What follows belongs to an exercise in optimizing a design on an open flow for small area; a production flow would make more cautious choices. In this exercise RTL edits were held to simulation tests only and were not proved equivalent to the original. No activity file was given, so power comes from the tool's default toggle rates.

$ cat flow/design.v
module mbcore (
    input  wire        clk,
    input  wire        rst,             
    input  wire        host_valid,
    input  wire        host_write,
    input  wire [5:0]  host_addr,
    input  wire [31:0] host_wdata,
    output reg  [31:0] host_rdata,
    input  wire        tick,
    input  wire        link_mode,
    output reg         link_req,
    output reg  [1:0]  link_op,         
    output reg  [31:0] link_wdata,
    input  wire        link_ack,
    input  wire        link_err,
    input  wire [31:0] link_code,
    input  wire [31:0] link_rdata,
    output wire [31:0] pay_addr,
    input  wire [31:0] pay_rdata,
    input  wire [4:0]  img_addr,
    output reg  [31:0] img_data,
    output wire        ev_valid,
    output wire        ev_kind,
    output wire [31:0] ev_data
);
    localparam [15:0] CKS_POLY_P2P = 16'hA517;
    localparam [15:0] CKS_ACC0_P2P = 16'hFFF8;
    localparam [15:0] CKS_POLY_SH  = 16'hC37B;
    localparam [15:0] CKS_ACC0_SH  = 16'hC387;
    localparam [31:0] PROBE        = 32'hFA57B007;
    localparam [31:0] P_KEY_P2P    = 32'h20796220;
    localparam [31:0] P_KEY_SH     = 32'h43202F2F;
    localparam [31:0] P_IMAGE_LEN  = 32'd128;
    localparam [2:0] S_IDLE = 3'd0, S_SEND = 3'd1, S_ACK = 3'd2, S_SIZE = 3'd3,
                     S_STREAM = 3'd4, S_DONE = 3'd5, S_FAILED = 3'd6;
    localparam [1:0] F_PRECOND = 2'd0, F_TIMEOUT = 2'd1, F_TRANSPORT = 2'd2;
    reg [31:0] opa, opb, result;
    reg [2:0]  cmd_err;
    reg [3:0]  cmd_op;
    reg [15:0] cks_acc;
    reg [31:0] cks_hh, cks_hl;
    reg        cks_v, cks_mode;
    reg [31:0] ksc_seed;
    reg        ksc_v, ksc_mode;
    reg [2:0]  st;
    reg [1:0]  sb;
    reg [31:0] seq_len, seq_base;
    reg [4:0]  seq_att;
    reg [30:0] seq_wcnt;
    reg [31:0] seq_lastw, seq_terr;
    reg [1:0]  seq_wait;
    reg        evv;
    wire busy      = (st == S_SEND) || (st == S_ACK) || (st == S_SIZE) || (st == S_STREAM);
    wire in_send   = (st == S_SEND);
    wire in_ack    = (st == S_ACK);
    wire st_done   = (st == S_DONE);
    wire st_failed = (st == S_FAILED);
    wire [15:0] cks_poly = cks_mode ? CKS_POLY_P2P : (cks_v ? CKS_POLY_SH : 16'd0);
    wire [31:0] ksc_key  = ksc_mode ? P_KEY_P2P : (ksc_v ? P_KEY_SH : 32'd0);
    wire [1:0] seq_sub  = (in_send || in_ack) ? sb : 2'd0;
    wire [2:0] seq_code = st_done ? 3'd1 : (st_failed ? ({1'b0, sb} + 3'd2) : 3'd0);
    wire       seq_vm   = st_done & sb[0];
    always @* begin
        case (host_addr)
            6'h01: host_rdata = opa;
            6'h02: host_rdata = opb;
            6'h03: host_rdata = result;
            6'h04: host_rdata = {24'd0, cmd_op, 1'b0, cmd_err};
            6'h05: host_rdata = {16'd0, cks_acc};
            6'h06: host_rdata = {16'd0, cks_poly};
            6'h07: host_rdata = cks_hh;
            6'h08: host_rdata = cks_hl;
            6'h09: host_rdata = {30'd0, cks_mode, cks_v};
            6'h0A: host_rdata = ksc_seed;
            6'h0B: host_rdata = ksc_key;
            6'h0C: host_rdata = {30'd0, ksc_mode, ksc_v};
            6'h0D: host_rdata = {19'd0, busy, seq_vm, seq_code, 3'd0, seq_sub, st};
            6'h0E: host_rdata = seq_len;
            6'h0F: host_rdata = seq_base;
            6'h10: host_rdata = {27'd0, seq_att};
            6'h11: host_rdata = {1'b0, seq_wcnt};
            6'h12: host_rdata = seq_lastw;
            6'h13: host_rdata = seq_terr;
            6'h14: host_rdata = {30'd0, seq_wait};
            default: host_rdata = 32'd0;
        endcase
    end
    wire        host_wr = host_valid && host_write;
    wire        cmd_wr  = host_wr && (host_addr == 6'h00);
    wire [3:0]  c_op    = host_wdata[3:0];
    wire        c_mode  = host_wdata[4];
    reg  [2:0]  c_err;
    always @* begin
        if (c_op == 4'd0 || c_op > 4'd6)
            c_err = 3'd1;
        else if (host_wdata[31:5] != 27'd0)
            c_err = 3'd2;
        else if (c_mode && c_op != 4'd1 && c_op != 4'd4)
            c_err = 3'd2;
        else if ((c_op == 4'd2 || c_op == 4'd3) && !cks_v)
            c_err = 3'd3;
        else if (c_op == 4'd5 && !ksc_v)
            c_err = 3'd3;
        else if (c_op == 4'd6 && busy)
            c_err = 3'd4;
        else
            c_err = 3'd0;
    end
    wire do_cmd    = cmd_wr && (c_err == 3'd0);
    wire do_cinit  = do_cmd && (c_op == 4'd1);
    wire do_cfold  = do_cmd && (c_op == 4'd2 || c_op == 4'd3);
    wire do_kinit  = do_cmd && (c_op == 4'd4);
    wire do_xform  = do_cmd && (c_op == 4'd5);
    wire do_start  = do_cmd && (c_op == 4'd6);
    wire [31:0] crc_fin;
    wire        fin_c16;
    assign crc_fin[7:0] = cks_hh[7:0];
    mb_add #(8)  u_fin_lo (.a(cks_hh[15:8]),  .b(cks_hl[7:0]), .ci(1'b0),    .s(crc_fin[15:8]),  .co(fin_c16));
    mb_add #(16) u_fin_hi (.a(cks_hh[31:16]), .b(16'hFFFF),    .ci(fin_c16), .s(crc_fin[31:16]), .co());
    wire [31:0] crc_word = c_op[0] ? crc_fin : opa;    
    wire [15:0] fold_a;
    mb_crc u_crc (.a(cks_acc), .w(crc_word), .m(cks_mode), .f(fold_a));
    wire [31:0] ksc_next;
    mb_mul u_mul (.x(ksc_seed), .r(ksc_next));
    wire [31:0] ksc_offn;
    mb_add #(32) u_off (.a(opb), .b(32'h01FFFFFF), .ci(1'b0), .s(ksc_offn), .co());
    wire [31:0] ksc_masked = ~(ksc_next ^ opa ^ ksc_offn ^ ksc_key);
    wire more_c;
    mb_add #(30) u_more (.a(seq_wcnt[29:0]), .b(~seq_len[31:2]), .ci(seq_len[1:0] == 2'd0),
                         .s(), .co(more_c));
    wire seq_more = !seq_wcnt[30] && !more_c;
    wire [31:0] seq_expected;    
    mb_add #(32) u_exp (.a(seq_len), .b(32'h01FFFFFC), .ci(1'b0), .s(seq_expected), .co());
    wire vmatch_now = (seq_wcnt != 31'd0) && (seq_lastw == seq_expected);
    assign pay_addr[1:0] = seq_base[1:0];
    mb_add #(30) u_pay (.a(seq_base[31:2]), .b(seq_wcnt[29:0]), .ci(1'b0), .s(pay_addr[31:2]), .co());
    wire [30:0] wcnt_inc;
    mb_add #(31) u_winc (.a(seq_wcnt), .b(31'd0), .ci(1'b1), .s(wcnt_inc), .co());
    wire [4:0] att_inc;
    mb_add #(5)  u_ainc (.a(seq_att), .b(5'd0), .ci(1'b1), .s(att_inc), .co());
    always @* begin
        link_req   = 1'b0;
        link_op    = 2'd1;
        link_wdata = 32'd0;
        case (st)
            S_SEND: if (sb[0]) begin
                link_req   = 1'b1;
                link_op    = 2'd0;
                link_wdata = P_IMAGE_LEN;
            end
            S_ACK: if (sb == 2'd0) begin
                link_req   = 1'b1;
                link_wdata = PROBE;
            end else if (sb == 2'd1) begin
                link_req   = 1'b1;
                link_op    = 2'd2;
            end
            S_SIZE: begin
                link_req   = 1'b1;
                link_wdata = {2'b00, seq_len[31:2]};
            end
            S_STREAM: if (seq_more) begin
                link_req   = 1'b1;
                link_wdata = pay_rdata;
            end
            default: ;
        endcase
    end
    wire link_done = link_req && link_ack;
    assign ev_valid = evv;
    assign ev_kind  = st_done;
    assign ev_data  = seq_lastw;
    always @(posedge clk) begin
        if (rst) begin
            opa <= 32'd0; opb <= 32'd0; result <= 32'd0;
            cmd_err <= 3'd0; cmd_op <= 4'd0;
            cks_acc <= 16'd0; cks_hh <= 32'd0; cks_hl <= 32'd0;
            cks_v <= 1'b0; cks_mode <= 1'b0;
            ksc_seed <= 32'd0; ksc_v <= 1'b0; ksc_mode <= 1'b0;
            st <= S_IDLE; sb <= 2'd0;
            seq_len <= 32'd0; seq_base <= 32'd0; seq_att <= 5'd0;
            seq_wcnt <= 31'd0; seq_lastw <= 32'd0; seq_terr <= 32'd0; seq_wait <= 2'd0;
            evv <= 1'b0;
        end else begin
            evv <= 1'b0;
            if (host_wr && host_addr == 6'h01) opa <= host_wdata;
            if (host_wr && host_addr == 6'h02) opb <= host_wdata;
            if (cmd_wr) begin
                cmd_err <= c_err;
                cmd_op  <= c_op;
            end
            if (do_cinit) begin
                cks_acc  <= c_mode ? CKS_ACC0_P2P : CKS_ACC0_SH;
                cks_hh   <= opa;
                cks_hl   <= opb;
                cks_mode <= c_mode;
                cks_v    <= 1'b1;
            end
            if (do_cfold) begin
                cks_acc <= fold_a;
                result  <= {16'd0, fold_a};
            end
            if (do_kinit) begin
                ksc_seed <= opa;
                ksc_mode <= c_mode;
                ksc_v    <= 1'b1;
            end
            if (do_xform) begin
                ksc_seed <= ksc_next;
                result   <= ksc_masked;
            end
            if (do_start) begin
                seq_len   <= opa;
                seq_base  <= opb;
                seq_att   <= 5'd0;
                seq_wcnt  <= 31'd0;
                seq_lastw <= 32'd0;
                seq_terr  <= 32'd0;
                seq_wait  <= 2'd0;
                st        <= S_SEND;
                sb        <= 2'd0;
            end
            case (st)
                S_SEND: begin
                    if (!sb[0]) begin
                        if (link_mode) begin
                            st <= S_FAILED;
                            sb <= F_PRECOND;
                        end else begin
                            sb <= 2'd1;
                        end
                    end else if (link_done) begin
                        st <= S_ACK;
                        sb <= 2'd0;
                    end
                end
                S_ACK: begin
                    case (sb)
                        2'd0: if (link_done) begin
                            if (link_err) begin
                                seq_terr <= link_code;
                                st       <= S_FAILED;
                                sb       <= F_TRANSPORT;
                            end else begin
                                sb <= 2'd1;
                            end
                        end
                        2'd1: if (link_done) begin
                            if (link_err) begin
                                seq_terr <= link_code;
                                st       <= S_FAILED;
                                sb       <= F_TRANSPORT;
                            end else begin
                                seq_att <= att_inc;
                                if (link_rdata == PROBE) begin
                                    st <= S_SIZE;
                                    sb <= 2'd0;
                                end else begin
                                    sb       <= 2'd2;
                                    seq_wait <= 2'd3;
                                end
                            end
                        end
                        2'd2: begin
                            if (seq_wait == 2'd0) begin
                                if (!seq_att[4]) begin
                                    sb <= 2'd0;
                                end else begin
                                    st <= S_FAILED;
                                    sb <= F_TIMEOUT;
                                end
                            end else if (tick) begin
                                seq_wait <= seq_wait - 2'd1;
                            end
                        end
                        default: ;
                    endcase
                end
                S_SIZE: if (link_done) begin
                    if (link_err) begin
                        seq_terr <= link_code;
                        st       <= S_FAILED;
                        sb       <= F_TRANSPORT;
                    end else begin
                        st <= S_STREAM;
                    end
                end
                S_STREAM: begin
                    if (seq_more) begin
                        if (link_done) begin
                            if (link_err) begin
                                seq_terr <= link_code;
                                st       <= S_FAILED;
                                sb       <= F_TRANSPORT;
                            end else begin
                                seq_lastw <= pay_rdata;
                                seq_wcnt  <= wcnt_inc;
                                evv       <= 1'b1;
                            end
                        end
                    end else begin
                        st <= S_DONE;
                        sb <= {1'b0, vmatch_now};
                        evv <= vmatch_now;
                    end
                end
                default: ;
            endcase
        end
    end
    always @* begin
        case (img_addr)
            5'd0: img_data = 32'hDF21ACCD;
            5'd1: img_data = 32'h7AB381FF;
            5'd2: img_data = 32'h677F492C;
            5'd3: img_data = 32'h8D64B06C;
            5'd4: img_data = 32'h4E0CD47D;
            5'd5: img_data = 32'hFB85CCCB;
            5'd6: img_data = 32'hF9A3F02F;
            5'd7: img_data = 32'h4ADBCDCA;
            5'd8: img_data = 32'hDF6E6274;
            5'd9: img_data = 32'hC9AD9B24;
            5'd10: img_data = 32'hCE517C19;
            5'd11: img_data = 32'h35153EE0;
            5'd12: img_data = 32'hFA2C7A3A;
            5'd13: img_data = 32'hAA2562DF;
            5'd14: img_data = 32'hF7358AD1;
            5'd15: img_data = 32'h933063E4;
            5'd16: img_data = 32'h6CF363DF;
            5'd17: img_data = 32'h6C4B6EB4;
            5'd18: img_data = 32'h3ADA6B61;
            5'd19: img_data = 32'hCBE23B3C;
            5'd20: img_data = 32'hF81FACB4;
            5'd21: img_data = 32'hB41AB262;
            5'd22: img_data = 32'h4C4D9ED1;
            5'd23: img_data = 32'h870A7665;
            5'd24: img_data = 32'h1AC594A8;
            5'd25: img_data = 32'hC1D38B08;
            5'd26: img_data = 32'h90050224;
            5'd27: img_data = 32'h924478C2;
            5'd28: img_data = 32'hC241405D;
            5'd29: img_data = 32'h4BFF3D7D;
            5'd30: img_data = 32'h024B4379;
            5'd31: img_data = 32'h513D67A8;
        endcase
    end
endmodule
module mb_add #(parameter N = 32) (
    input  wire [N-1:0] a,
    input  wire [N-1:0] b,
    input  wire         ci,
    output wire [N-1:0] s,
    output wire         co
);
    wire [N:0] c;
    assign c[0] = ci;
    genvar i;
    generate
        for (i = 0; i < N; i = i + 1) begin : g_bit
            assign s[i]   = a[i] ^ b[i] ^ c[i];
            assign c[i+1] = (a[i] & b[i]) | (a[i] & c[i]) | (b[i] & c[i]);
        end
    endgenerate
    assign co = c[N];
endmodule
module mb_mul (input wire [31:0] x, output wire [31:0] r);
    wire s1 = x[2] ^ x[0];
    wire c2 = x[2] & x[0];
    wire s3 = x[3] ^ x[1] ^ x[0];
    wire c4 = (x[3] & x[1]) | (x[3] & x[0]) | (x[1] & x[0]);
    wire s5 = c2 ^ s3;
    wire c6 = c2 & s3;
    wire s7 = x[4] ^ x[2] ^ x[1];
    wire c8 = (x[4] & x[2]) | (x[4] & x[1]) | (x[2] & x[1]);
    wire s9 = c4 ^ c6 ^ s7;
    wire c10 = (c4 & c6) | (c4 & s7) | (c6 & s7);
    wire s11 = x[5] ^ x[3] ^ x[2];
    wire c12 = (x[5] & x[3]) | (x[5] & x[2]) | (x[3] & x[2]);
    wire s13 = c8 ^ c10 ^ s11;
    wire c14 = (c8 & c10) | (c8 & s11) | (c10 & s11);
    wire s15 = x[6] ^ x[4] ^ x[3];
    wire c16 = (x[6] & x[4]) | (x[6] & x[3]) | (x[4] & x[3]);
    wire s17 = c12 ^ c14 ^ s15;
    wire c18 = (c12 & c14) | (c12 & s15) | (c14 & s15);
    wire s19 = x[7] ^ x[5] ^ x[4];
    wire c20 = (x[7] & x[5]) | (x[7] & x[4]) | (x[5] & x[4]);
    wire s21 = x[0] ^ c16 ^ c18;
    wire c22 = (x[0] & c16) | (x[0] & c18) | (c16 & c18);
    wire s23 = s19 ^ s21;
    wire c24 = s19 & s21;
    wire s25 = x[8] ^ x[6] ^ x[5];
    wire c26 = (x[8] & x[6]) | (x[8] & x[5]) | (x[6] & x[5]);
    wire s27 = x[1] ^ c20 ^ c22;
    wire c28 = (x[1] & c20) | (x[1] & c22) | (c20 & c22);
    wire s29 = c24 ^ s25 ^ s27;
    wire c30 = (c24 & s25) | (c24 & s27) | (s25 & s27);
    wire s31 = x[9] ^ x[7] ^ x[6];
    wire c32 = (x[9] & x[7]) | (x[9] & x[6]) | (x[7] & x[6]);
    wire s33 = x[2] ^ c26 ^ c28;
    wire c34 = (x[2] & c26) | (x[2] & c28) | (c26 & c28);
    wire s35 = c30 ^ s31 ^ s33;
    wire c36 = (c30 & s31) | (c30 & s33) | (s31 & s33);
    wire s37 = x[10] ^ x[8] ^ x[7];
    wire c38 = (x[10] & x[8]) | (x[10] & x[7]) | (x[8] & x[7]);
    wire s39 = x[3] ^ c32 ^ c34;
    wire c40 = (x[3] & c32) | (x[3] & c34) | (c32 & c34);
    wire s41 = c36 ^ s37 ^ s39;
    wire c42 = (c36 & s37) | (c36 & s39) | (s37 & s39);
    wire s43 = x[11] ^ x[9] ^ x[8];
    wire c44 = (x[11] & x[9]) | (x[11] & x[8]) | (x[9] & x[8]);
    wire s45 = x[4] ^ c38 ^ c40;
    wire c46 = (x[4] & c38) | (x[4] & c40) | (c38 & c40);
    wire s47 = c42 ^ s43 ^ s45;
    wire c48 = (c42 & s43) | (c42 & s45) | (s43 & s45);
    wire s49 = x[12] ^ x[10] ^ x[9];
    wire c50 = (x[12] & x[10]) | (x[12] & x[9]) | (x[10] & x[9]);
    wire s51 = x[5] ^ c44 ^ c46;
    wire c52 = (x[5] & c44) | (x[5] & c46) | (c44 & c46);
    wire s53 = c48 ^ s49 ^ s51;
    wire c54 = (c48 & s49) | (c48 & s51) | (s49 & s51);
    wire s55 = x[13] ^ x[11] ^ x[10];
    wire c56 = (x[13] & x[11]) | (x[13] & x[10]) | (x[11] & x[10]);
    wire s57 = x[6] ^ c50 ^ c52;
    wire c58 = (x[6] & c50) | (x[6] & c52) | (c50 & c52);
    wire s59 = c54 ^ s55 ^ s57;
    wire c60 = (c54 & s55) | (c54 & s57) | (s55 & s57);
    wire s61 = x[14] ^ x[12] ^ x[11];
    wire c62 = (x[14] & x[12]) | (x[14] & x[11]) | (x[12] & x[11]);
    wire s63 = x[7] ^ c56 ^ c58;
    wire c64 = (x[7] & c56) | (x[7] & c58) | (c56 & c58);
    wire s65 = c60 ^ s61 ^ s63;
    wire c66 = (c60 & s61) | (c60 & s63) | (s61 & s63);
    wire s67 = x[15] ^ x[13] ^ x[12];
    wire c68 = (x[15] & x[13]) | (x[15] & x[12]) | (x[13] & x[12]);
    wire s69 = x[8] ^ c62 ^ c64;
    wire c70 = (x[8] & c62) | (x[8] & c64) | (c62 & c64);
    wire s71 = c66 ^ s67 ^ s69;
    wire c72 = (c66 & s67) | (c66 & s69) | (s67 & s69);
    wire s73 = x[16] ^ x[14] ^ x[13];
    wire c74 = (x[16] & x[14]) | (x[16] & x[13]) | (x[14] & x[13]);
    wire s75 = x[9] ^ c68 ^ c70;
    wire c76 = (x[9] & c68) | (x[9] & c70) | (c68 & c70);
    wire s77 = c72 ^ s73 ^ s75;
    wire c78 = (c72 & s73) | (c72 & s75) | (s73 & s75);
    wire s79 = x[17] ^ x[15] ^ x[14];
    wire c80 = (x[17] & x[15]) | (x[17] & x[14]) | (x[15] & x[14]);
    wire s81 = x[10] ^ c74 ^ c76;
    wire c82 = (x[10] & c74) | (x[10] & c76) | (c74 & c76);
    wire s83 = c78 ^ s79 ^ s81;
    wire c84 = (c78 & s79) | (c78 & s81) | (s79 & s81);
    wire s85 = x[18] ^ x[16] ^ x[15];
    wire c86 = (x[18] & x[16]) | (x[18] & x[15]) | (x[16] & x[15]);
    wire s87 = x[11] ^ c80 ^ c82;
    wire c88 = (x[11] & c80) | (x[11] & c82) | (c80 & c82);
    wire s89 = c84 ^ s85 ^ s87;
    wire c90 = (c84 & s85) | (c84 & s87) | (s85 & s87);
    wire s91 = x[19] ^ x[17] ^ x[16];
    wire c92 = (x[19] & x[17]) | (x[19] & x[16]) | (x[17] & x[16]);
    wire s93 = x[12] ^ c86 ^ c88;
    wire c94 = (x[12] & c86) | (x[12] & c88) | (c86 & c88);
    wire s95 = c90 ^ s91 ^ s93;
    wire c96 = (c90 & s91) | (c90 & s93) | (s91 & s93);
    wire s97 = x[20] ^ x[18] ^ x[17];
    wire c98 = (x[20] & x[18]) | (x[20] & x[17]) | (x[18] & x[17]);
    wire s99 = x[13] ^ c92 ^ c94;
    wire c100 = (x[13] & c92) | (x[13] & c94) | (c92 & c94);
    wire s101 = c96 ^ s97 ^ s99;
    wire c102 = (c96 & s97) | (c96 & s99) | (s97 & s99);
    wire s103 = x[21] ^ x[19] ^ x[18];
    wire c104 = (x[21] & x[19]) | (x[21] & x[18]) | (x[19] & x[18]);
    wire s105 = x[14] ^ c98 ^ c100;
    wire c106 = (x[14] & c98) | (x[14] & c100) | (c98 & c100);
    wire s107 = c102 ^ s103 ^ s105;
    wire c108 = (c102 & s103) | (c102 & s105) | (s103 & s105);
    wire s109 = x[22] ^ x[20] ^ x[19];
    wire c110 = (x[22] & x[20]) | (x[22] & x[19]) | (x[20] & x[19]);
    wire s111 = x[15] ^ c104 ^ c106;
    wire c112 = (x[15] & c104) | (x[15] & c106) | (c104 & c106);
    wire s113 = c108 ^ s109 ^ s111;
    wire c114 = (c108 & s109) | (c108 & s111) | (s109 & s111);
    wire s115 = x[23] ^ x[21] ^ x[20];
    wire c116 = (x[23] & x[21]) | (x[23] & x[20]) | (x[21] & x[20]);
    wire s117 = x[16] ^ c110 ^ c112;
    wire c118 = (x[16] & c110) | (x[16] & c112) | (c110 & c112);
    wire s119 = c114 ^ s115 ^ s117;
    wire c120 = (c114 & s115) | (c114 & s117) | (s115 & s117);
    wire s121 = x[24] ^ x[22] ^ x[21];
    wire c122 = (x[24] & x[22]) | (x[24] & x[21]) | (x[22] & x[21]);
    wire s123 = x[17] ^ c116 ^ c118;
    wire c124 = (x[17] & c116) | (x[17] & c118) | (c116 & c118);
    wire s125 = c120 ^ s121 ^ s123;
    wire c126 = (c120 & s121) | (c120 & s123) | (s121 & s123);
    wire s127 = x[25] ^ x[23] ^ x[22];
    wire c128 = (x[25] & x[23]) | (x[25] & x[22]) | (x[23] & x[22]);
    wire s129 = x[18] ^ c122 ^ c124;
    wire c130 = (x[18] & c122) | (x[18] & c124) | (c122 & c124);
    wire s131 = c126 ^ s127 ^ s129;
    wire c132 = (c126 & s127) | (c126 & s129) | (s127 & s129);
    wire s133 = x[26] ^ x[24] ^ x[23];
    wire c134 = (x[26] & x[24]) | (x[26] & x[23]) | (x[24] & x[23]);
    wire s135 = x[19] ^ c128 ^ c130;
    wire c136 = (x[19] & c128) | (x[19] & c130) | (c128 & c130);
    wire s137 = c132 ^ s133 ^ s135;
    wire c138 = (c132 & s133) | (c132 & s135) | (s133 & s135);
    wire s139 = x[27] ^ x[25] ^ x[24];
    wire c140 = (x[27] & x[25]) | (x[27] & x[24]) | (x[25] & x[24]);
    wire s141 = x[20] ^ c134 ^ c136;
    wire c142 = (x[20] & c134) | (x[20] & c136) | (c134 & c136);
    wire s143 = c138 ^ s139 ^ s141;
    wire c144 = (c138 & s139) | (c138 & s141) | (s139 & s141);
    wire s145 = x[28] ^ x[26] ^ x[25];
    wire c146 = (x[28] & x[26]) | (x[28] & x[25]) | (x[26] & x[25]);
    wire s147 = x[21] ^ c140 ^ c142;
    wire c148 = (x[21] & c140) | (x[21] & c142) | (c140 & c142);
    wire s149 = c144 ^ s145 ^ s147;
    wire c150 = (c144 & s145) | (c144 & s147) | (s145 & s147);
    wire s151 = x[29] ^ x[27] ^ x[26];
    wire c152 = (x[29] & x[27]) | (x[29] & x[26]) | (x[27] & x[26]);
    wire s153 = x[22] ^ c146 ^ c148;
    wire c154 = (x[22] & c146) | (x[22] & c148) | (c146 & c148);
    wire s155 = c150 ^ s151 ^ s153;
    wire c156 = (c150 & s151) | (c150 & s153) | (s151 & s153);
    wire s157 = x[30] ^ x[28] ^ x[27];
    wire c158 = (x[30] & x[28]) | (x[30] & x[27]) | (x[28] & x[27]);
    wire s159 = x[23] ^ c152 ^ c154;
    wire c160 = (x[23] & c152) | (x[23] & c154) | (c152 & c154);
    wire s161 = c156 ^ s157 ^ s159;
    wire c162 = (c156 & s157) | (c156 & s159) | (s157 & s159);
    wire [31:0] y0;
    assign y0[0] = x[0];
    assign y0[1] = x[1];
    assign y0[2] = s1;
    assign y0[3] = s5;
    assign y0[4] = s9;
    assign y0[5] = s13;
    assign y0[6] = s17;
    assign y0[7] = s23;
    assign y0[8] = s29;
    assign y0[9] = s35;
    assign y0[10] = s41;
    assign y0[11] = s47;
    assign y0[12] = s53;
    assign y0[13] = s59;
    assign y0[14] = s65;
    assign y0[15] = s71;
    assign y0[16] = s77;
    assign y0[17] = s83;
    assign y0[18] = s89;
    assign y0[19] = s95;
    assign y0[20] = s101;
    assign y0[21] = s107;
    assign y0[22] = s113;
    assign y0[23] = s119;
    assign y0[24] = s125;
    assign y0[25] = s131;
    assign y0[26] = s137;
    assign y0[27] = s143;
    assign y0[28] = s149;
    assign y0[29] = s155;
    assign y0[30] = s161;
    assign y0[31] = x[31] ^ x[29] ^ x[28] ^ x[24] ^ c158 ^ c160 ^ c162;
    wire [31:0] y = {y0[31], y0[30], y0[29], y0[28], y0[27], y0[26], y0[25], y0[24], y0[23], y0[22], y0[21], y0[20], y0[19], y0[18], y0[17], y0[16], y0[15], y0[14], y0[13], y0[12], y0[11], y0[10], y0[9], y0[8], y0[7], y0[6], y0[5], y0[4], y0[3], y0[2], y0[1], y0[0]};
    wire s163 = y[2] ^ y[1];
    wire c164 = y[2] | y[1];
    wire s165 = y[3] ^ c164;
    wire c166 = y[3] | c164;
    wire s167 = y[4] ^ c166;
    wire c168 = y[4] | c166;
    wire s169 = y[5] ^ c168;
    wire c170 = y[5] | c168;
    wire s171 = y[6] ^ c170;
    wire c172 = y[6] | c170;
    wire s173 = y[7] ^ c172;
    wire c174 = y[7] | c172;
    wire s175 = y[8] ^ c174;
    wire c176 = y[8] | c174;
    wire s177 = y[9] ^ x[0] ^ c176;
    wire c178 = (y[9] & x[0]) | (y[9] & c176) | (x[0] & c176);
    wire s179 = y[10] ^ x[1] ^ c178;
    wire c180 = (y[10] & x[1]) | (y[10] & c178) | (x[1] & c178);
    wire s181 = s177 ^ s179;
    wire c182 = s177 | s179;
    wire s183 = y[11] ^ x[2] ^ c180;
    wire c184 = (y[11] & x[2]) | (y[11] & c180) | (x[2] & c180);
    wire n185 = ~y[0];
    wire s186 = c182 ^ s183 ^ n185;
    wire c187 = (c182 & s183) | (c182 & n185) | (s183 & n185);
    wire s188 = y[12] ^ x[3] ^ c184;
    wire c189 = (y[12] & x[3]) | (y[12] & c184) | (x[3] & c184);
    wire n190 = ~y[1];
    wire s191 = c187 ^ s188 ^ n190;
    wire c192 = (c187 & s188) | (c187 & n190) | (s188 & n190);
    wire s193 = y[13] ^ x[4] ^ c189;
    wire c194 = (y[13] & x[4]) | (y[13] & c189) | (x[4] & c189);
    wire n195 = ~y[2];
    wire s196 = c192 ^ s193 ^ n195;
    wire c197 = (c192 & s193) | (c192 & n195) | (s193 & n195);
    wire s198 = y[14] ^ x[5] ^ c194;
    wire c199 = (y[14] & x[5]) | (y[14] & c194) | (x[5] & c194);
    wire n200 = ~y[3];
    wire s201 = c197 ^ s198 ^ n200;
    wire c202 = (c197 & s198) | (c197 & n200) | (s198 & n200);
    wire s203 = y[15] ^ x[6] ^ c199;
    wire c204 = (y[15] & x[6]) | (y[15] & c199) | (x[6] & c199);
    wire n205 = ~y[4];
    wire s206 = c202 ^ s203 ^ n205;
    wire c207 = (c202 & s203) | (c202 & n205) | (s203 & n205);
    wire s208 = y[16] ^ x[7] ^ c204;
    wire c209 = (y[16] & x[7]) | (y[16] & c204) | (x[7] & c204);
    wire n210 = ~y[5];
    wire s211 = c207 ^ s208 ^ n210;
    wire c212 = (c207 & s208) | (c207 & n210) | (s208 & n210);
    wire s213 = y[17] ^ x[8] ^ c209;
    wire c214 = (y[17] & x[8]) | (y[17] & c209) | (x[8] & c209);
    wire n215 = ~y[6];
    wire s216 = c212 ^ s213 ^ n215;
    wire c217 = (c212 & s213) | (c212 & n215) | (s213 & n215);
    wire s218 = y[18] ^ x[9] ^ c214;
    wire c219 = (y[18] & x[9]) | (y[18] & c214) | (x[9] & c214);
    wire n220 = ~y[7];
    wire s221 = c217 ^ s218 ^ n220;
    wire c222 = (c217 & s218) | (c217 & n220) | (s218 & n220);
    wire s223 = y[19] ^ x[10] ^ c219;
    wire c224 = (y[19] & x[10]) | (y[19] & c219) | (x[10] & c219);
    wire n225 = ~y[8];
    wire s226 = c222 ^ s223 ^ n225;
    wire c227 = (c222 & s223) | (c222 & n225) | (s223 & n225);
    wire s228 = y[20] ^ x[11] ^ c224;
    wire c229 = (y[20] & x[11]) | (y[20] & c224) | (x[11] & c224);
    wire n230 = ~y[9];
    wire s231 = c227 ^ s228 ^ n230;
    wire c232 = (c227 & s228) | (c227 & n230) | (s228 & n230);
    wire s233 = y[21] ^ x[12] ^ y[0];
    wire c234 = (y[21] & x[12]) | (y[21] & y[0]) | (x[12] & y[0]);
    wire s235 = c229 ^ c232 ^ s233;
    wire c236 = (c229 & c232) | (c229 & s233) | (c232 & s233);
    wire s237 = ~(y[10] ^ s235);
    wire c238 = y[10] | ~s235;
    wire s239 = y[22] ^ x[13] ^ y[1];
    wire c240 = (y[22] & x[13]) | (y[22] & y[1]) | (x[13] & y[1]);
    wire s241 = c234 ^ c236 ^ s239;
    wire c242 = (c234 & c236) | (c234 & s239) | (c236 & s239);
    wire n243 = ~s241;
    wire s244 = n243 ^ y[11] ^ c238;
    wire c245 = (n243 & y[11]) | (n243 & c238) | (y[11] & c238);
    wire s246 = y[23] ^ x[14] ^ y[2];
    wire c247 = (y[23] & x[14]) | (y[23] & y[2]) | (x[14] & y[2]);
    wire s248 = c240 ^ c242 ^ s246;
    wire c249 = (c240 & c242) | (c240 & s246) | (c242 & s246);
    wire n250 = ~s248;
    wire s251 = n250 ^ y[12] ^ c245;
    wire c252 = (n250 & y[12]) | (n250 & c245) | (y[12] & c245);
    wire s253 = y[24] ^ x[15] ^ y[3];
    wire c254 = (y[24] & x[15]) | (y[24] & y[3]) | (x[15] & y[3]);
    wire s255 = c247 ^ c249 ^ s253;
    wire c256 = (c247 & c249) | (c247 & s253) | (c249 & s253);
    wire s257 = y[13] ^ x[0] ^ c252;
    wire c258 = (y[13] & x[0]) | (y[13] & c252) | (x[0] & c252);
    wire s259 = s255 ^ s257;
    wire c260 = ~s255 & s257;
    wire s261 = y[25] ^ x[16] ^ y[4];
    wire c262 = (y[25] & x[16]) | (y[25] & y[4]) | (x[16] & y[4]);
    wire s263 = c254 ^ c256 ^ s261;
    wire c264 = (c254 & c256) | (c254 & s261) | (c256 & s261);
    wire s265 = y[14] ^ x[1] ^ c258;
    wire c266 = (y[14] & x[1]) | (y[14] & c258) | (x[1] & c258);
    wire n267 = ~s263;
    wire s268 = n267 ^ c260 ^ s265;
    wire c269 = (n267 & c260) | (n267 & s265) | (c260 & s265);
    wire s270 = y[26] ^ x[17] ^ y[5];
    wire c271 = (y[26] & x[17]) | (y[26] & y[5]) | (x[17] & y[5]);
    wire s272 = c262 ^ c264 ^ s270;
    wire c273 = (c262 & c264) | (c262 & s270) | (c264 & s270);
    wire s274 = y[15] ^ x[2] ^ c266;
    wire c275 = (y[15] & x[2]) | (y[15] & c266) | (x[2] & c266);
    wire n276 = ~s272;
    wire s277 = n276 ^ c269 ^ s274;
    wire c278 = (n276 & c269) | (n276 & s274) | (c269 & s274);
    wire s279 = y[27] ^ x[18] ^ y[6];
    wire c280 = (y[27] & x[18]) | (y[27] & y[6]) | (x[18] & y[6]);
    wire s281 = c271 ^ c273 ^ s279;
    wire c282 = (c271 & c273) | (c271 & s279) | (c273 & s279);
    wire s283 = y[16] ^ x[3] ^ c275;
    wire c284 = (y[16] & x[3]) | (y[16] & c275) | (x[3] & c275);
    wire n285 = ~s281;
    wire s286 = n285 ^ c278 ^ s283;
    wire c287 = (n285 & c278) | (n285 & s283) | (c278 & s283);
    wire s288 = y[28] ^ x[19] ^ y[7];
    wire c289 = (y[28] & x[19]) | (y[28] & y[7]) | (x[19] & y[7]);
    wire s290 = c280 ^ c282 ^ s288;
    wire c291 = (c280 & c282) | (c280 & s288) | (c282 & s288);
    wire s292 = y[17] ^ x[4] ^ c284;
    wire c293 = (y[17] & x[4]) | (y[17] & c284) | (x[4] & c284);
    wire n294 = ~s290;
    wire s295 = n294 ^ c287 ^ s292;
    wire c296 = (n294 & c287) | (n294 & s292) | (c287 & s292);
    wire s297 = y[29] ^ x[20] ^ y[8];
    wire c298 = (y[29] & x[20]) | (y[29] & y[8]) | (x[20] & y[8]);
    wire s299 = c289 ^ c291 ^ s297;
    wire c300 = (c289 & c291) | (c289 & s297) | (c291 & s297);
    wire s301 = y[18] ^ x[5] ^ c293;
    wire c302 = (y[18] & x[5]) | (y[18] & c293) | (x[5] & c293);
    wire n303 = ~s299;
    wire s304 = n303 ^ c296 ^ s301;
    wire c305 = (n303 & c296) | (n303 & s301) | (c296 & s301);
    wire s306 = y[30] ^ x[21] ^ y[9];
    wire c307 = (y[30] & x[21]) | (y[30] & y[9]) | (x[21] & y[9]);
    wire s308 = c298 ^ c300 ^ s306;
    wire c309 = (c298 & c300) | (c298 & s306) | (c300 & s306);
    wire s310 = y[19] ^ x[6] ^ c302;
    wire c311 = (y[19] & x[6]) | (y[19] & c302) | (x[6] & c302);
    wire n312 = ~s308;
    wire s313 = n312 ^ c305 ^ s310;
    wire c314 = (n312 & c305) | (n312 & s310) | (c305 & s310);
    wire [31:0] r0;
    assign r0[0] = y[0];
    assign r0[1] = y[1];
    assign r0[2] = s163;
    assign r0[3] = s165;
    assign r0[4] = s167;
    assign r0[5] = s169;
    assign r0[6] = s171;
    assign r0[7] = s173;
    assign r0[8] = s175;
    assign r0[9] = s177;
    assign r0[10] = s181;
    assign r0[11] = s186;
    assign r0[12] = s191;
    assign r0[13] = s196;
    assign r0[14] = s201;
    assign r0[15] = s206;
    assign r0[16] = s211;
    assign r0[17] = s216;
    assign r0[18] = s221;
    assign r0[19] = s226;
    assign r0[20] = s231;
    assign r0[21] = s237;
    assign r0[22] = s244;
    assign r0[23] = s251;
    assign r0[24] = s259;
    assign r0[25] = s268;
    assign r0[26] = s277;
    assign r0[27] = s286;
    assign r0[28] = s295;
    assign r0[29] = s304;
    assign r0[30] = s313;
    assign r0[31] = y[31] ^ x[22] ^ y[20] ^ y[10] ^ x[7] ^ x[0] ^ c307 ^ c309 ^ c311 ^ c314;
    assign r = {~r0[31], r0[30], r0[29], r0[28], r0[27], r0[26], r0[25], ~r0[24], r0[23], r0[22], ~r0[21], ~r0[20], ~r0[19], ~r0[18], ~r0[17], ~r0[16], ~r0[15], ~r0[14], ~r0[13], ~r0[12], ~r0[11], r0[10], r0[9], r0[8], r0[7], r0[6], r0[5], r0[4], r0[3], r0[2], r0[1], ~r0[0]};
endmodule
module mb_crc (input wire [15:0] a, input wire [31:0] w, input wire m, output wire [15:0] f);
    wire [15:0] u = a ^ w[15:0];
    wire x32 = u[4] ^ w[25];
    wire x33 = u[2] ^ w[23];
    wire x34 = u[5] ^ w[26];
    wire x35 = u[6] ^ w[27];
    wire x36 = u[1] ^ u[15];
    wire x37 = u[3] ^ w[24];
    wire x38 = w[28] ^ w[31];
    wire x39 = u[0] ^ u[8];
    wire x40 = u[7] ^ u[13];
    wire x41 = u[1] ^ w[21];
    wire x42 = u[9] ^ w[30];
    wire x43 = u[11] ^ u[14];
    wire x44 = u[7] ^ x33;
    wire x45 = u[8] ^ u[10];
    wire x46 = u[11] ^ w[22];
    wire x47 = u[12] ^ w[29];
    wire x48 = u[14] ^ w[16];
    wire x49 = w[17] ^ x38;
    wire x50 = w[20] ^ w[30];
    wire x51 = u[0] ^ u[9];
    wire x52 = u[2] ^ u[12];
    wire x53 = u[3] ^ x32;
    wire x54 = u[10] ^ w[26];
    wire x55 = u[15] ^ w[20];
    wire x56 = u[15] ^ w[28];
    wire x57 = w[16] ^ x35;
    wire x58 = w[17] ^ x36;
    wire x59 = w[18] ^ w[22];
    wire x60 = w[19] ^ w[29];
    wire x61 = w[21] ^ w[22];
    wire x62 = x35 ^ x39;
    wire x63 = u[0] ^ w[31];
    wire x64 = u[1] ^ x42;
    wire x65 = u[2] ^ u[6];
    wire x66 = u[3] ^ w[29];
    wire x67 = u[4] ^ u[14];
    wire x68 = u[5] ^ w[19];
    wire x69 = u[9] ^ w[17];
    wire x70 = u[10] ^ w[28];
    wire x71 = u[12] ^ x33;
    wire x72 = u[13] ^ w[25];
    wire x73 = u[13] ^ x39;
    wire x74 = w[16] ^ w[27];
    wire x75 = w[17] ^ x34;
    wire x76 = w[18] ^ w[23];
    wire x77 = w[18] ^ x41;
    wire x78 = w[19] ^ x46;
    wire x79 = w[20] ^ x32;
    wire x80 = w[21] ^ x49;
    wire x81 = w[24] ^ w[27];
    wire x82 = w[24] ^ x43;
    wire x83 = w[25] ^ x55;
    wire x84 = w[26] ^ x48;
    wire x85 = w[29] ^ x34;
    wire x86 = w[30] ^ x53;
    wire x87 = w[31] ^ x61;
    wire x88 = x32 ^ x40;
    wire x89 = x34 ^ x36;
    wire x90 = x37 ^ x43;
    wire x91 = x37 ^ x45;
    wire x92 = x41 ^ x62;
    wire x93 = x44 ^ x60;
    assign f[0] = (u[13] ^ x32 ^ x36 ^ x52 ^ x87) ^ (m ? (x37 ^ x69 ^ x70) : (w[18] ^ x48 ^ x62 ^ x85));
    assign f[1] = (u[9] ^ x47 ^ x76 ^ x80) ^ (m ? (w[16] ^ x82 ^ x89) : (u[7] ^ w[19] ^ x39 ^ x86));
    assign f[2] = (w[19] ^ w[21] ^ x42 ^ x57) ^ (m ? (u[1] ^ u[4] ^ w[18] ^ x38 ^ x66) : (u[10] ^ u[14] ^ w[24] ^ x52 ^ x83));
    assign f[3] = (u[3] ^ w[21] ^ x40 ^ x83) ^ (m ? (w[24] ^ x47 ^ x64 ^ x68) : (w[16] ^ x46 ^ x49 ^ x54));
    assign f[4] = (x63 ^ x65 ^ x72) ^ (m ? (u[4] ^ x45 ^ x50 ^ x61 ^ x84) : (u[5] ^ u[11] ^ w[23] ^ x58));
    assign f[5] = (u[5] ^ x81 ^ x88) ^ (m ? (w[28] ^ x43 ^ x54 ^ x71) : (u[8] ^ u[15] ^ x66 ^ x87));
    assign f[6] = (u[13] ^ w[27] ^ x47 ^ x56) ^ (m ? (u[6] ^ u[8] ^ w[25] ^ x34 ^ x90) : (w[31] ^ x33 ^ x42 ^ x77));
    assign f[7] = (u[12] ^ w[26] ^ w[30] ^ x32 ^ x35 ^ x56) ^ (m ? (w[29] ^ x40 ^ x48 ^ x51) : (x68 ^ x77 ^ x91));
    assign f[8] = (x38 ^ x40 ^ x74 ^ x85) ^ (m ? (u[14] ^ w[30] ^ x45 ^ x58) : (x51 ^ x65 ^ x78 ^ x79));
    assign f[9] = (u[10] ^ u[13] ^ w[16] ^ x59 ^ x86) ^ (m ? (x47 ^ x82 ^ x92) : (x44 ^ x49 ^ x55));
    assign f[10] = (x58 ^ x71 ^ x72 ^ x78) ^ (m ? (u[7] ^ x34 ^ x38 ^ x42 ^ x67) : (x35 ^ x37));
    assign f[11] = (w[28] ^ x76 ^ x79 ^ x84) ^ (m ? (u[5] ^ w[22] ^ w[29] ^ x69 ^ x92) : (x37 ^ x40 ^ x52));
    assign f[12] = (u[15] ^ w[21] ^ x60 ^ x75 ^ x81) ^ (m ? (u[6] ^ x44 ^ x59 ^ x64 ^ x70) : (u[14] ^ x53 ^ x73));
    assign f[13] = (w[25] ^ w[28] ^ x50 ^ x57 ^ x59) ^ (m ? (u[11] ^ w[31] ^ x91 ^ x93) : (x51 ^ x67 ^ x89));
    assign f[14] = (x36 ^ x54 ^ x93) ^ (m ? (x46 ^ x50 ^ x73) : (u[5] ^ x57 ^ x80));
    assign f[15] = (u[12] ^ x41 ^ x50 ^ x63 ^ x90) ^ (m ? (u[8] ^ u[9] ^ x33 ^ x74) : (x56 ^ x75 ^ x88));
endmodule
$ cat flow/config.mk
export PLATFORM = sky130hd
export DESIGN_NAME = mbcore
export DESIGN_NICKNAME = mbcore
export VERILOG_FILES = /design/flow/design.v
export SDC_FILE = /design/flow/constraint.sdc
export NUM_CORES = 4
export LEC_CHECK = 0
export CAP_MARGIN = 20
export CORE_MARGIN = 2
export CORE_UTILIZATION = 50
export PLACE_DENSITY = 0.65
export SLEW_MARGIN = 20
$ cat flow/standard.sh
#!/bin/bash
# synth_recipe.tcl (not shown) runs the flow's synth.tcl, then flattens the netlist and writes it again
# the make line also repeats each setting of config.mk as NAME=value (left out here)
make -C /OpenROAD-flow-scripts/flow DESIGN_CONFIG=/design/flow/config.mk WORK_HOME=/design/flow/orfs CLKGATE_MAP_FILE= SYNTH_SCRIPT=/design/flow/synth_recipe.tcl "${@:-finish}"
$ cat flow/flow/abc.script
strash
&get -n
&deepsyn -T 60
&put
&get -n
&st
&dch
&nf
&put
topo
$ cat flow/constraint.sdc
create_clock -name core_clock -period 20.0 [get_ports {clk}]
set_input_delay 4.0000 -clock core_clock [delete_from_list [all_inputs] [get_ports {clk}]]
set_output_delay 4.0000 -clock core_clock [all_outputs]
set_load 0.01 [all_outputs]
$ cat flow/flow/run.sh
#!/bin/bash
# Own layout flow: the standard flow (standard.sh) with these changes:
#  - synthesis runs ORFS's synthesis scripts with Yosys's early "abc -fast"
#    skipped (SYNTH_ARGS=-noabc), so the generated full-adder structure reaches
#    extract_fa unchanged, and with flow/abc.script as the ABC mapping script
#    (deeper area-oriented optimisation);
#  - the port buffers placed on every input and output are buf_1 cells;
#  - clock tree synthesis uses clkbuf_4/clkbuf_8 and no dummy loads.
# Each tool's output goes to a log file of its own in the work folder.
set -euo pipefail
WORK=$(pwd)
rm -rf "$WORK/scripts_abc"
cp -r "$FLOW_HOME/scripts" "$WORK/scripts_abc"
cp "$WORK/flow/abc.script" "$WORK/scripts_abc/abc_speed.script"
bash "$WORK/standard.sh" "SCRIPTS_DIR=$WORK/scripts_abc" "SYNTH_ARGS=-noabc" synth > "$WORK/synth.log" 2>&1
bash "$WORK/standard.sh" \
  "BUFFER_PORTS_ARGS=-buffer_cell sky130_fd_sc_hd__buf_1" \
  "CTS_ARGS=-sink_clustering_enable -repair_clock_nets -dont_use_dummy_load -buf_list {sky130_fd_sc_hd__clkbuf_4 sky130_fd_sc_hd__clkbuf_8}" \
  finish > "$WORK/layout.log" 2>&1
test -f "$WORK/out/final.def"
==> key figures, run 1 <==
Clock network
  • Clock Sinks: roughly 390
  • Worst skew pair latency: 0.63 ns
  • CTS root buf: clkbuf_8
  • Clock-pin slew on the worst setup and hold paths: 0.06 ns
  • Post-CTS Setup Bufs: 0
  • Hold-fix buffers at CTS: 0
  • H-tree depth: 3
  • Clock Path Buffers: 3
  • CTS tree: yes
  • CTS buffer count: 66
  • Post-cts resize count: 0

Detailed routing
  • Vias post-DR: 25200
  • 1st-iter DRT viols: approximately 4100
  • Post-Route WL: 112 mm
  • DRT antenna net count: 0
  • Per-cell routed wire length: between 30 and 40 um
  • Drt pass-1 iters: 8
  • DRC viols: 0
  • Vias per cell: a little under 7

Setup path
  • Most frequent CP cell: fa_1
  • Crit-path max cell delay: 0.68 ns
  • Critical path fanouts, max: 8
  • Critical path capture point type: register
  • Worst EP required: just over 20 ns
  • Critical Path Source Type: register
  • Crit Path Category: reg2reg
  • CP max stage cell: dfxtp_1
  • Arr. time, crit path: 17.36 ns

Placement
  • Area after DPL: roughly 0.028 mm2
  • Hpwl dp: 84.9 mm
  • Routability Congestion: 1.03
  • IO Port Bufs: 311

Global route
  • Largest net degree at the start of global routing: 64
  • First-pass GRT wire length: 163 mm
  • Number of global-route vias before repair: 24300
  • Initial antenna violation count: 8
  • Grt ovf: 0
  • Global-route usage over all layers: 41.5%

STA
  • Final setup vio count: 0
  • Final hold violation count: 0
  • Worst-margin pin slew: 1.20 ns
  • Fin crit share: a little over four fifths
  • Setup Skew: 0.0461 ns
  • Setup TNS: 0 ns
  • Slew Limit Fails: 0
  • Unrepaired setup endpoints after global routing: false
  • Highest clock rate: 59.4 MHz
  • Worst rel slew slack: between 20 and 25%
  • Minimum clock period: roughly 17 ns

Layout
  • Area Growth Syn to Fin: 14.2%
  • Final core utilization: between 50 and 60%
  • Fin area: 0.0289 mm2
  • Share of layout cells above drive strength 1: 5.66%
  • Fillers: approximately 4600
  • Nets: between 3000 and 4000

Synthesis
  • Yosys reg bits: 391
  • Distinct cell type count after synthesis: 66
  • Avg Inst Size Synth: 9.93 um2
  • Share of the synthesized area in the top cell type: 30.9%
  • Sequential share of the synthesized area: roughly 31%
  • Syn Nets: 2997
  • Dominant cell type by area after synthesis: dfxtp_1
  • Synth area leaders: dfxtp_1 (31%), fa_1 (13%), a22o_1 (7.7%)
  • Share of flip-flops with an asynchronous set or reset: 0%
  • Top FF cell, synth: dfxtp_1
  • Synthesized area: 0.0253 mm2
  • Syn Inst Count: 2553
  • Yosys warns: 1
  • Post-synth EDFFs: 0

Power and ir drop
  • Max rail drop VDD: 0.0542 mV
  • Power Density: 54.2 mW/mm2
  • Int Pwr: 1.14 mW
  • Sw power: 0.433 mW
  • Sequential Power Share: 49.8%
  • Comb power frac: approximately an eighth
  • Leakage: 11.3 nW
  • Switching Fraction: 27.6%
  • Clock share of power: roughly two fifths
  • Total power: 1.57 mW

Floorplanning
  • # IOs: between 300 and 400
  • Die Y: 229 um
  • Die X: 229 um
  • Initial cell density of the core: 50.6%
  • Row count: 82
  • Die Area: 0.0525 mm2
  • Core outline area: 0.0501 mm2

Outcome
  • Status: finished clean

Run
  • Max-Cap Viols: 0

Hold path
  • Worst hold path class: reg2reg
## area by class of cell
type | count | area [um2] | area share, %
repair buffers | 385 | 1730 | 5.96
inverters | 159 | 597 | 2.06
flip-flops and latches | 391 | 7830 | 27.0
multi-input cells | 2001 | 17000 | 58.9
diodes | 1 | 2.50 | 0.00865
well taps | 672 | 841 | 2.91
clock buffers | 66 | 908 | 3.14
## metal layers
metal  up-vias  part of all wire (%)  global-route usage, %
met4        12                   7.0                   23.2
li1      10600                     -                      -
met3       433                    12                   10.9
met1     12300                    37                   53.0
met5         -                 0.068                      0
met2      1842                    44                   63.7
## state kept, by name (all words and copies together) (netlist names), 2 cells and up
name	cells
result	32
seq_wcnt	31
seq_len	32
sb	2
opa	32
cks_hl	32
st	3
ksc_seed	32
seq_lastw	32
cks_acc	16
cmd_err	3
opb	32
seq_att	5
cmd_op	4
cks_hh	32
seq_base	32
seq_wait	2
seq_terr	32
## layout by cell type (no fill, tap or decap), types with 27 or more instances in the layout
cell type	n
a21oi_1	70
a221oi_1	30
a222oi_1	103
a22o_1	223
a22oi_1	60
a32o_1	60
buf_1	309
buf_4	74
clkbuf_8	66
clkinv_1	159
dfxtp_1	391
fa_1	170
ha_1	127
nand2_1	192
nand3_1	48
nor2_1	119
nor3_1	31
o21ai_0	142
o22ai_1	27
xnor2_1	216
xor2_1	94
## worst max-delay path, delay by kind of cell (launching register included)
family,cells,cell delay [ns]
AND/OR/NAND/NOR,1,0.07
buffers and inverters,2,0.19
flip-flops,1,0.68
XOR/XNOR,4,0.71
AO/OA/AOI/OAI,1,0.26
adder cells (fa/ha/maj),34,14.81
## cells in the mapped netlist (13+ instances only)
master	count
o21ai_0	147
clkinv_1	159
nor2b_1	14
o22ai_1	27
nand4_1	19
nor4_1	22
a22o_1	223
mux2i_1	16
nand3_1	48
a21oi_1	71
xnor2_1	216
dfxtp_1	391
xor2_1	94
or3_1	13
ha_1	127
nand2_1	192
and3_1	20
fa_1	170
a32o_1	60
nor2_1	134
a221oi_1	30
nor3_1	38
a222oi_1	103
a22oi_1	60
nand2b_1	15
## stage by stage
stage / hold WS [ns] / worst slack, ns / instances
3_3_place_gp: 0.445 / 3.29 / 3608
5_1_grt: 0.476 / 2.45 / 3674
4_1_cts: 0.467 / 3.07 / 3674
6_report: 0.467 / 3.16 / 3675
2_1_floorplan: 0.424 / 3.75 / 2553
3_5_place_dp: 0.455 / 3.08 / 3608
## logic make-up (layout without fill, tap and decap cells)
logic type | after synthesis | after routing | synth area share (%)
compound gates | 820 | 820 | 25.2
simple gates | 552 | 552 | 10.2
flops | 391 | 391 | 30.9
xor+xnor | 310 | 310 | 10.7
fa+ha+maj | 297 | 297 | 19.7
buf+inv | 161 | 610 | 2.41
mux | 22 | 22 | 0.898
other cells | 0 | 1 | 0
## final timing paths
check,startpoint,end,slack [ns],cells after the start
min,cks_hl[16],cks_hl[16],0.47,1
max,ksc_seed[3],ksc_seed[31],3.16,42
min reg2reg,cks_hl[16],cks_hl[16],0.47,1
max reg2reg,ksc_seed[3],ksc_seed[31],3.16,42
## power by group through the flow
stage | clock (mW) | sequential [mW] | combinational [mW]
after floorplan | 0 | 0.797 | 0.107
after global placement | 0 | 0.797 | 0.179
after detailed placement | 0 | 0.797 | 0.179
after CTS | 0.602 | 0.780 | 0.180
after global routing | 0.635 | 0.780 | 0.196
final | 0.603 | 0.780 | 0.185
==> run 2: changes to the inputs <==
--- a/flow/flow/run.sh
+++ b/flow/flow/run.sh
@@ -5,7 +5,8 @@
 #    extract_fa unchanged, and with flow/abc.script as the ABC mapping script
 #    (deeper area-oriented optimisation);
 #  - the port buffers placed on every input and output are buf_1 cells;
-#  - clock tree synthesis uses clkbuf_4/clkbuf_8 and no dummy loads.
+#  - clock tree synthesis uses clkbuf_4/clkbuf_8, larger sink clusters and no
+#    dummy loads.
 # Each tool's output goes to a log file of its own in the work folder.
 set -euo pipefail
 WORK=$(pwd)
@@ -15,6 +16,6 @@
 bash "$WORK/standard.sh" "SCRIPTS_DIR=$WORK/scripts_abc" "SYNTH_ARGS=-noabc" synth > "$WORK/synth.log" 2>&1
 bash "$WORK/standard.sh" \
   "BUFFER_PORTS_ARGS=-buffer_cell sky130_fd_sc_hd__buf_1" \
-  "CTS_ARGS=-sink_clustering_enable -repair_clock_nets -dont_use_dummy_load -buf_list {sky130_fd_sc_hd__clkbuf_4 sky130_fd_sc_hd__clkbuf_8}" \
+  "CTS_ARGS=-sink_clustering_enable -repair_clock_nets -dont_use_dummy_load -sink_clustering_size 12 -sink_clustering_max_diameter 50 -buf_list {sky130_fd_sc_hd__clkbuf_4 sky130_fd_sc_hd__clkbuf_8}" \
   finish > "$WORK/layout.log" 2>&1
 test -f "$WORK/out/final.def"
==> run 2 against run 1 <==
Effect of this change:
- sequential power about the same
- sequential share of layout area increased by 0.27 points
- hold slack improved by 0.0047 ns
- clock skew increased by 0.015 ns
- via count decreased by 0.31%
- highest routed layer unchanged
==> key figures, run 2 <==
Outcome
  • Status: finished clean (unchanged)

Global route
  • Grt ovf: 0 (unchanged)
  • Largest net degree at the start of global routing: 64 (unchanged)
  • Global-route usage over all layers: 41.2% (was 41.5%)
  • First-pass GRT wire length: 162 mm (was 163 mm)
  • Initial antenna violation count: 11 (was 8)
  • Number of global-route vias before repair: 24000 (was 24300)

Placement
  • IO Port Bufs: 311 (unchanged)
  • Hpwl dp: 84.9 mm (unchanged)
  • Routability Congestion: 1.03 (unchanged)
  • Inst Count DP: 3608 (unchanged)

Floorplanning
  • # IOs: 312 (unchanged)
  • Die Y: 229 um (unchanged)
  • Core outline area: 0.0501 mm2 (unchanged)
  • Initial cell density of the core: 50.6% (unchanged)
  • Row count: 82 (unchanged)
  • Die Area: 0.0525 mm2 (unchanged)
  • Die X: 229 um (unchanged)

Synthesis
  • Synth area leaders: dfxtp_1 (31%), fa_1 (13%), a22o_1 (7.7%) (unchanged)
  • Top FF cell, synth: dfxtp_1 (unchanged)
  • Post-synth EDFFs: 0 (unchanged)
  • Dominant cell type by area after synthesis: dfxtp_1 (unchanged)
  • Synthesized area: 0.0253 mm2 (unchanged)
  • Syn Nets: 2997 (unchanged)
  • Syn Inst Count: 2553 (unchanged)
  • Yosys warns: 1 (unchanged)
  • Yosys reg bits: 391 (unchanged)
  • Avg Inst Size Synth: 9.93 um2 (unchanged)
  • Count leader, synth: dfxtp_1 (unchanged)
  • Distinct cell type count after synthesis: 66 (unchanged)
  • Sequential share of the synthesized area: 30.9% (unchanged)
  • Share of the synthesized area in the top cell type: 30.9% (unchanged)
  • Post-synth top cells: dfxtp_1 (391), a22o_1 (223), xnor2_1 (216) (unchanged)
  • Share of flip-flops with an asynchronous set or reset: 0% (unchanged)

Power and ir drop
  • Max rail drop VDD: 0.0626 mV (was 0.0542 mV)
  • Comb power frac: 12.8% (was 11.8%)
  • Sequential Power Share: 53.8% (was 49.8%)
  • Sw power: 0.411 mW (was 0.433 mW)
  • Clock share of power: 33.5% (was 38.5%)
  • Leakage: 11.2 nW (was 11.3 nW)
  • Switching Fraction: 28.4% (was 27.6%)
  • Power Density: 50.6 mW/mm2 (was 54.2 mW/mm2)
  • Int Pwr: 1.04 mW (was 1.14 mW)

Layout
  • Area Growth Syn to Fin: 13.1% (was 14.2%)
  • Nets: 3426 (was 3448)
  • Most common cell after layout, fill and taps aside: dfxtp_1 (unchanged)
  • Fillers: 4649 (was 4612)
  • Commonest cells after routing, fill and taps aside: dfxtp_1 (391), buf_1 (309), a22o_1 (223) (unchanged)
  • Finished Layout Cells: 3660 (was 3675)
  • Share of layout cells above drive strength 1: 4.97% (was 5.66%)

Clock network
  • CTS tree: yes (unchanged)
  • Clock-pin slew on the worst setup and hold paths: 0.09 ns (was 0.06 ns)
  • H-tree depth: 2 (was 3)
  • CTS buffer count: 44 (was 66)
  • CTS root buf: clkbuf_8 (unchanged)
  • Post-cts resize count: 0 (unchanged)
  • Clock Path Buffers: 3 (unchanged)
  • Hold-fix buffers at CTS: 0 (unchanged)
  • Clock Sinks: 391 (unchanged)
  • Post-CTS Setup Bufs: 0 (unchanged)
  • Worst skew pair latency: 0.63 ns (about the same)

STA
  • Setup Skew: 0.0615 ns (was 0.0461 ns)
  • Highest clock rate: 59.3 MHz (was 59.4 MHz)
  • Final hold violation count: 0 (unchanged)
  • Fin crit share: 84.3% (was 84.2%)
  • Minimum clock period: 16.86 ns (was 16.84 ns)
  • Setup TNS: 0 ns (unchanged)
  • Worst-margin pin slew: 1.24 ns (was 1.20 ns)
  • Final setup vio count: 0 (unchanged)
  • Unrepaired setup endpoints after global routing: false (unchanged)
  • Slew Limit Fails: 0 (unchanged)
  • Worst rel slew slack: 17.2% (was 20.3%)

Setup path
  • Critical path fanouts, max: 8 (unchanged)
  • Crit-path max cell delay: 0.68 ns (about the same)
  • Most frequent CP cell: fa_1 (unchanged)
  • Critical path capture point type: register (unchanged)
  • CP max stage cell: dfxtp_1 (unchanged)
  • Critical Path Source Type: register (unchanged)
  • Crit Path Category: reg2reg (unchanged)
  • Arr. time, crit path: 17.38 ns (was 17.36 ns)
  • CP startpoint: ksc_seed[3] (unchanged)
  • Worst flop-to-flop path startpoint: ksc_seed[3] (unchanged)
  • Worst EP required: 20.52 ns (about the same)

Detailed routing
  • Vias per cell: 6.88 (was 6.87)
  • DRT antenna net count: 0 (unchanged)
  • Drt pass-1 iters: 13 (was 8)
  • DRC viols: 0 (unchanged)
  • 1st-iter DRT viols: 4433 (was 4137)
  • Vias post-DR: 25200 (about the same)
  • Post-Route WL: 111 mm (was 112 mm)
  • Per-cell routed wire length: 30.5 um (was 30.4 um)

Hold path
  • Min-delay src: cks_hl[16] (unchanged)
  • Worst hold path class: reg2reg (unchanged)

Run
  • Max-Cap Viols: 0 (unchanged)
==> run 2: cell counts after synthesis <==
Identical to the previous run, type by type.
==> run 2: layer usage <==
layer	up-vias	wire length (um)	global-route usage (%)
met5	-	51	0
met4	8	7460	22.4
met3	406	13100	11.0
met2	1856	48900	63.7
met1	12300	42000	52.6
li1	10600	-	-
==> run 2: power by group through the flow <==
stage	registers [mW]	clock network, mW	logic (mW)
after global placement	0.797	0	0.179
after CTS	0.779	0.483	0.180
final	0.779	0.485	0.185
after global routing	0.779	0.514	0.196
after floorplan	0.797	0	0.107
after detailed placement	0.797	0	0.179
==> run 2: area by class of cell <==
type | count | area, um2 | share of cell area (%)
multi-input combinational | 2001 | 17000 | 59.5
sequential | 391 | 7830 | 27.3
timing repair buffer | 385 | 1730 | 6.02
tap | 672 | 841 | 2.93
clock buffer | 44 | 606 | 2.11
inverter | 159 | 597 | 2.08
antenna | 8 | 20.0 | 0.0699
==> run 2: cell families after synthesis <==
family | share of synthesized area, %
XOR/XNOR | 10.7
AND/OR/NAND/NOR | 10.2
AO/OA/AOI/OAI | 25.2
flip-flops | 30.9
multiplexers | 0.898
adder cells (fa/ha/maj) | 19.7
buffers and inverters | 2.41
==> run 2: through the flow <==
step                hold WS (ns)  total power, mW  utilization, %  setup WS, ns  instance area, um2
finish                     0.471             1.45            57.2          3.14               28700
global route               0.485             1.49            57.2          2.41               28600
CTS                        0.471             1.44            57.2          3.04               28600
detailed placement         0.455            0.976            56.0          3.08               28000
global placement           0.445            0.976            56.0          3.29               28000
floorplan                  0.424            0.903               -          3.75               25300
==> run 2: critical path: cells and delay by family (launching register included) <==
family | cells | cell delay (ns)
compound gates | 1 | 0.26
xor+xnor | 4 | 0.71
simple gates | 1 | 0.07
flops | 1 | 0.68
buf+inv | 2 | 0.19
fa+ha+maj | 34 | 14.83
==> run 2: final timing paths <==
kind,endpoint,slack (ns),depth (start not counted)
setup / recovery,ksc_seed[31],3.14,42
hold / removal,cks_hl[16],0.47,1
setup reg to reg,ksc_seed[31],3.14,42
hold reg to reg,cks_hl[16],0.47,1
==> run 3: changes to the inputs <==
--- a/flow/flow/run.sh
+++ b/flow/flow/run.sh
@@ -16,6 +16,6 @@
 bash "$WORK/standard.sh" "SCRIPTS_DIR=$WORK/scripts_abc" "SYNTH_ARGS=-noabc" synth > "$WORK/synth.log" 2>&1
 bash "$WORK/standard.sh" \
   "BUFFER_PORTS_ARGS=-buffer_cell sky130_fd_sc_hd__buf_1" \
-  "CTS_ARGS=-sink_clustering_enable -repair_clock_nets -dont_use_dummy_load -sink_clustering_size 12 -sink_clustering_max_diameter 50 -buf_list {sky130_fd_sc_hd__clkbuf_4 sky130_fd_sc_hd__clkbuf_8}" \
+  "CTS_ARGS=-sink_clustering_enable -repair_clock_nets -dont_use_dummy_load -sink_clustering_size 14 -sink_clustering_max_diameter 50 -buf_list {sky130_fd_sc_hd__clkbuf_4 sky130_fd_sc_hd__clkbuf_8}" \
   finish > "$WORK/layout.log" 2>&1
 test -f "$WORK/out/final.def"
--- a/flow/config.mk
+++ b/flow/config.mk
@@ -7,6 +7,6 @@
 export LEC_CHECK = 0
 export CAP_MARGIN = 20
 export CORE_MARGIN = 2
-export CORE_UTILIZATION = 50
+export CORE_UTILIZATION = 55
 export PLACE_DENSITY = 0.65
 export SLEW_MARGIN = 20
==> run 3 against run 2 <==
Effect of this change:
- clock-buffer cell count shrank 6
- via count grew 0.70%
- register-to-register slack gained 0.03 ns
- global-route usage grew 3.4 points
- core utilization grew 5.3 points
- wire length shrank 3.3%
- clock skew shrank 0.0096 ns
- sequential power is essentially flat
- hold slack gained 0.0022 ns
- sequential cell count is the same
- final cell count shrank 2.3%
- design area shrank 0.70%
- critical path type unchanged
- largest power group unchanged
==> key figures, run 3 <==
Synthesis
  • Sequential share of the synthesized area: 30.9% (unchanged)
  • Post-synth top cells: dfxtp_1 (391), a22o_1 (223), xnor2_1 (216) (unchanged)
  • Post-synth EDFFs: 0 (unchanged)
  • Dominant cell type by area after synthesis: dfxtp_1 (unchanged)
  • Synthesized area: 0.0253 mm2 (unchanged)
  • Share of flip-flops with an asynchronous set or reset: 0% (unchanged)
  • Count leader, synth: dfxtp_1 (unchanged)
  • Distinct cell type count after synthesis: 66 (unchanged)
  • Synth area leaders: dfxtp_1 (31%), fa_1 (13%), a22o_1 (7.7%) (unchanged)

Power and ir drop
  • Leakage: 11.1 nW (was 11.2 nW)
  • Max rail drop VDD: 0.0531 mV (was 0.0626 mV)

Setup path
  • Arr. time, crit path: 17.31 ns (was 17.38 ns)
  • Most frequent CP cell: fa_1 (unchanged)
  • Worst EP required: 20.48 ns (was 20.52 ns)
  • Critical Path Source Type: register (unchanged)
  • R2r setup slk: 3.17 ns (was 3.14 ns)
  • Critical path capture point type: register (unchanged)

Clock network
  • Clock Sinks: 391 (unchanged)
  • CTS tree: yes (unchanged)
  • Clock Path Buffers: 3 (unchanged)
  • Clock-pin slew on the worst setup and hold paths: 0.09 ns (about the same)
  • CTS root buf: clkbuf_8 (unchanged)
  • Worst skew pair latency: 0.60 ns (was 0.63 ns)
  • Hold-fix buffers at CTS: 0 (unchanged)

Global route
  • Number of global-route vias before repair: 24200 (was 24000)
  • First-pass GRT wire length: 159 mm (was 162 mm)
  • Grt ovf: 0 (unchanged)

Layout
  • Commonest cells after routing, fill and taps aside: dfxtp_1 (391), buf_1 (309), a22o_1 (223) (unchanged)
  • Share of layout cells above drive strength 1: 4.68% (was 4.97%)
  • Fin area: 0.0285 mm2 (was 0.0287 mm2)
  • Most common cell after layout, fill and taps aside: dfxtp_1 (unchanged)
  • Nets: 3418 (was 3426)

STA
  • Final setup vio count: 0 (unchanged)
  • Setup Skew: 0.0519 ns (was 0.0615 ns)
  • Slew Limit Fails: 0 (unchanged)
  • Worst rel slew slack: 19.9% (was 17.2%)
  • Highest clock rate: 59.4 MHz (was 59.3 MHz)
  • Setup TNS: 0 ns (unchanged)
  • Final hold violation count: 0 (unchanged)
  • Unrepaired setup endpoints after global routing: false (unchanged)

Detailed routing
  • DRC viols: 0 (unchanged)
  • DRT antenna net count: 0 (unchanged)
  • Per-cell routed wire length: 30.1 um (was 30.5 um)

Floorplanning
  • Die Y: 219 um (was 229 um)
  • # IOs: 312 (unchanged)
  • Die X: 219 um (was 229 um)
  • Initial cell density of the core: 55.7% (was 50.6%)

Placement
  • Routability Congestion: 1.00 (was 1.03)

Outcome
  • Status: finished clean (unchanged)
[run 3: through the flow]
stage	instances	worst slack, ns	total power [mW]	hold slack (ns)
finish	3576	3.17	1.41	0.474
global placement	3534	3.30	0.974	0.446
detailed placement	3534	3.01	0.975	0.454
CTS	3572	3.04	1.40	0.474
global route	3572	2.46	1.44	0.490
floorplan	2553	3.75	0.903	0.424
[run 3: path summary, 6_finish.rpt]
kind                from      endpoint  depth (start not counted)
max          ksc_seed[3]  ksc_seed[31]                         42
min           cks_hl[16]    cks_hl[16]                          1
max reg2reg  ksc_seed[3]  ksc_seed[31]                         42
min reg2reg   cks_hl[16]    cks_hl[16]                          1
[run 3: report_power, final]
part / switching [mW] / internal (mW)
sequential: 0.000806 / 0.778
clock: 0.277 / 0.170
combinational: 0.119 / 0.0638
[run 3: cell families after synthesis]
| family | after synthesis | synth area share, % |
|---|---|---|
| AO/OA/AOI/OAI | 820 | 25.2 |
| AND/OR/NAND/NOR | 552 | 10.2 |
| XOR/XNOR | 310 | 10.7 |
| multiplexers | 22 | 0.898 |
| buffers and inverters | 161 | 2.41 |
| flip-flops | 391 | 30.9 |
| adder cells (fa/ha/maj) | 297 | 19.7 |
[run 3: layout make-up]
cell class,instances,area [um2]
multi-input cells,2001,17000
fillers,3971,17000
flip-flops and latches,391,7830
repair buffers,383,1710
well taps,600,751
inverters,159,597
clock buffers,38,523
diodes,4,10.0
[run 3: worst max-delay path: cells and delay by family (launching register included)]
| kind | cells | cell delay (ns) |
|---|---|---|
| adders and majority gates | 34 | 14.83 |
| DFF | 1 | 0.68 |
| and+or+nand+nor | 1 | 0.06 |
| AOI/OAI and AO/OA | 1 | 0.28 |
| buffers and inverters | 2 | 0.18 |
| xor gates and xnor gates | 4 | 0.71 |
[run 3: layer usage]
| metal | GRT usage [%] | up-vias | share of wire [%] |
|---|---|---|---|
| met5 | 0 | - | 0.021 |
| met4 | 24.2 | 4 | 6.9 |
| met3 | 11.4 | 451 | 13 |
| met2 | 69.7 | 2027 | 44 |
| met1 | 56.7 | 12300 | 37 |
| li1 | - | 10600 | - |

## separate check: timing with driven ports
Ports are ideal in the flow. The routed layouts listed here were re-timed in OpenROAD. Step 1 sets driving cells, clkbuf_16 on the clock port and buf_2 on the other inputs (assumed; they add their load-dependent delay and slew). Step 2, shift: input delay + t, output delay - t, t = (earliest + latest rising clock arrival at the registers) / 2. This alone moves slack from input paths to output paths. Three values: no drivers, after step 1, after step 2; two values: the first two.
run	shift t [ns]	slack for setup (ns)	worst setup path at the end	worst slew at a driven data input, ns
run 1	0.667	3.162 / 3.162 / 3.162	register to register	0.11
run 2	0.661	3.139 / 3.139 / 3.139	register to register	0.11
run 3	0.628	3.173 / 3.173 / 3.173	register to register	0.11
After both steps setup and hold are still met in every run listed.
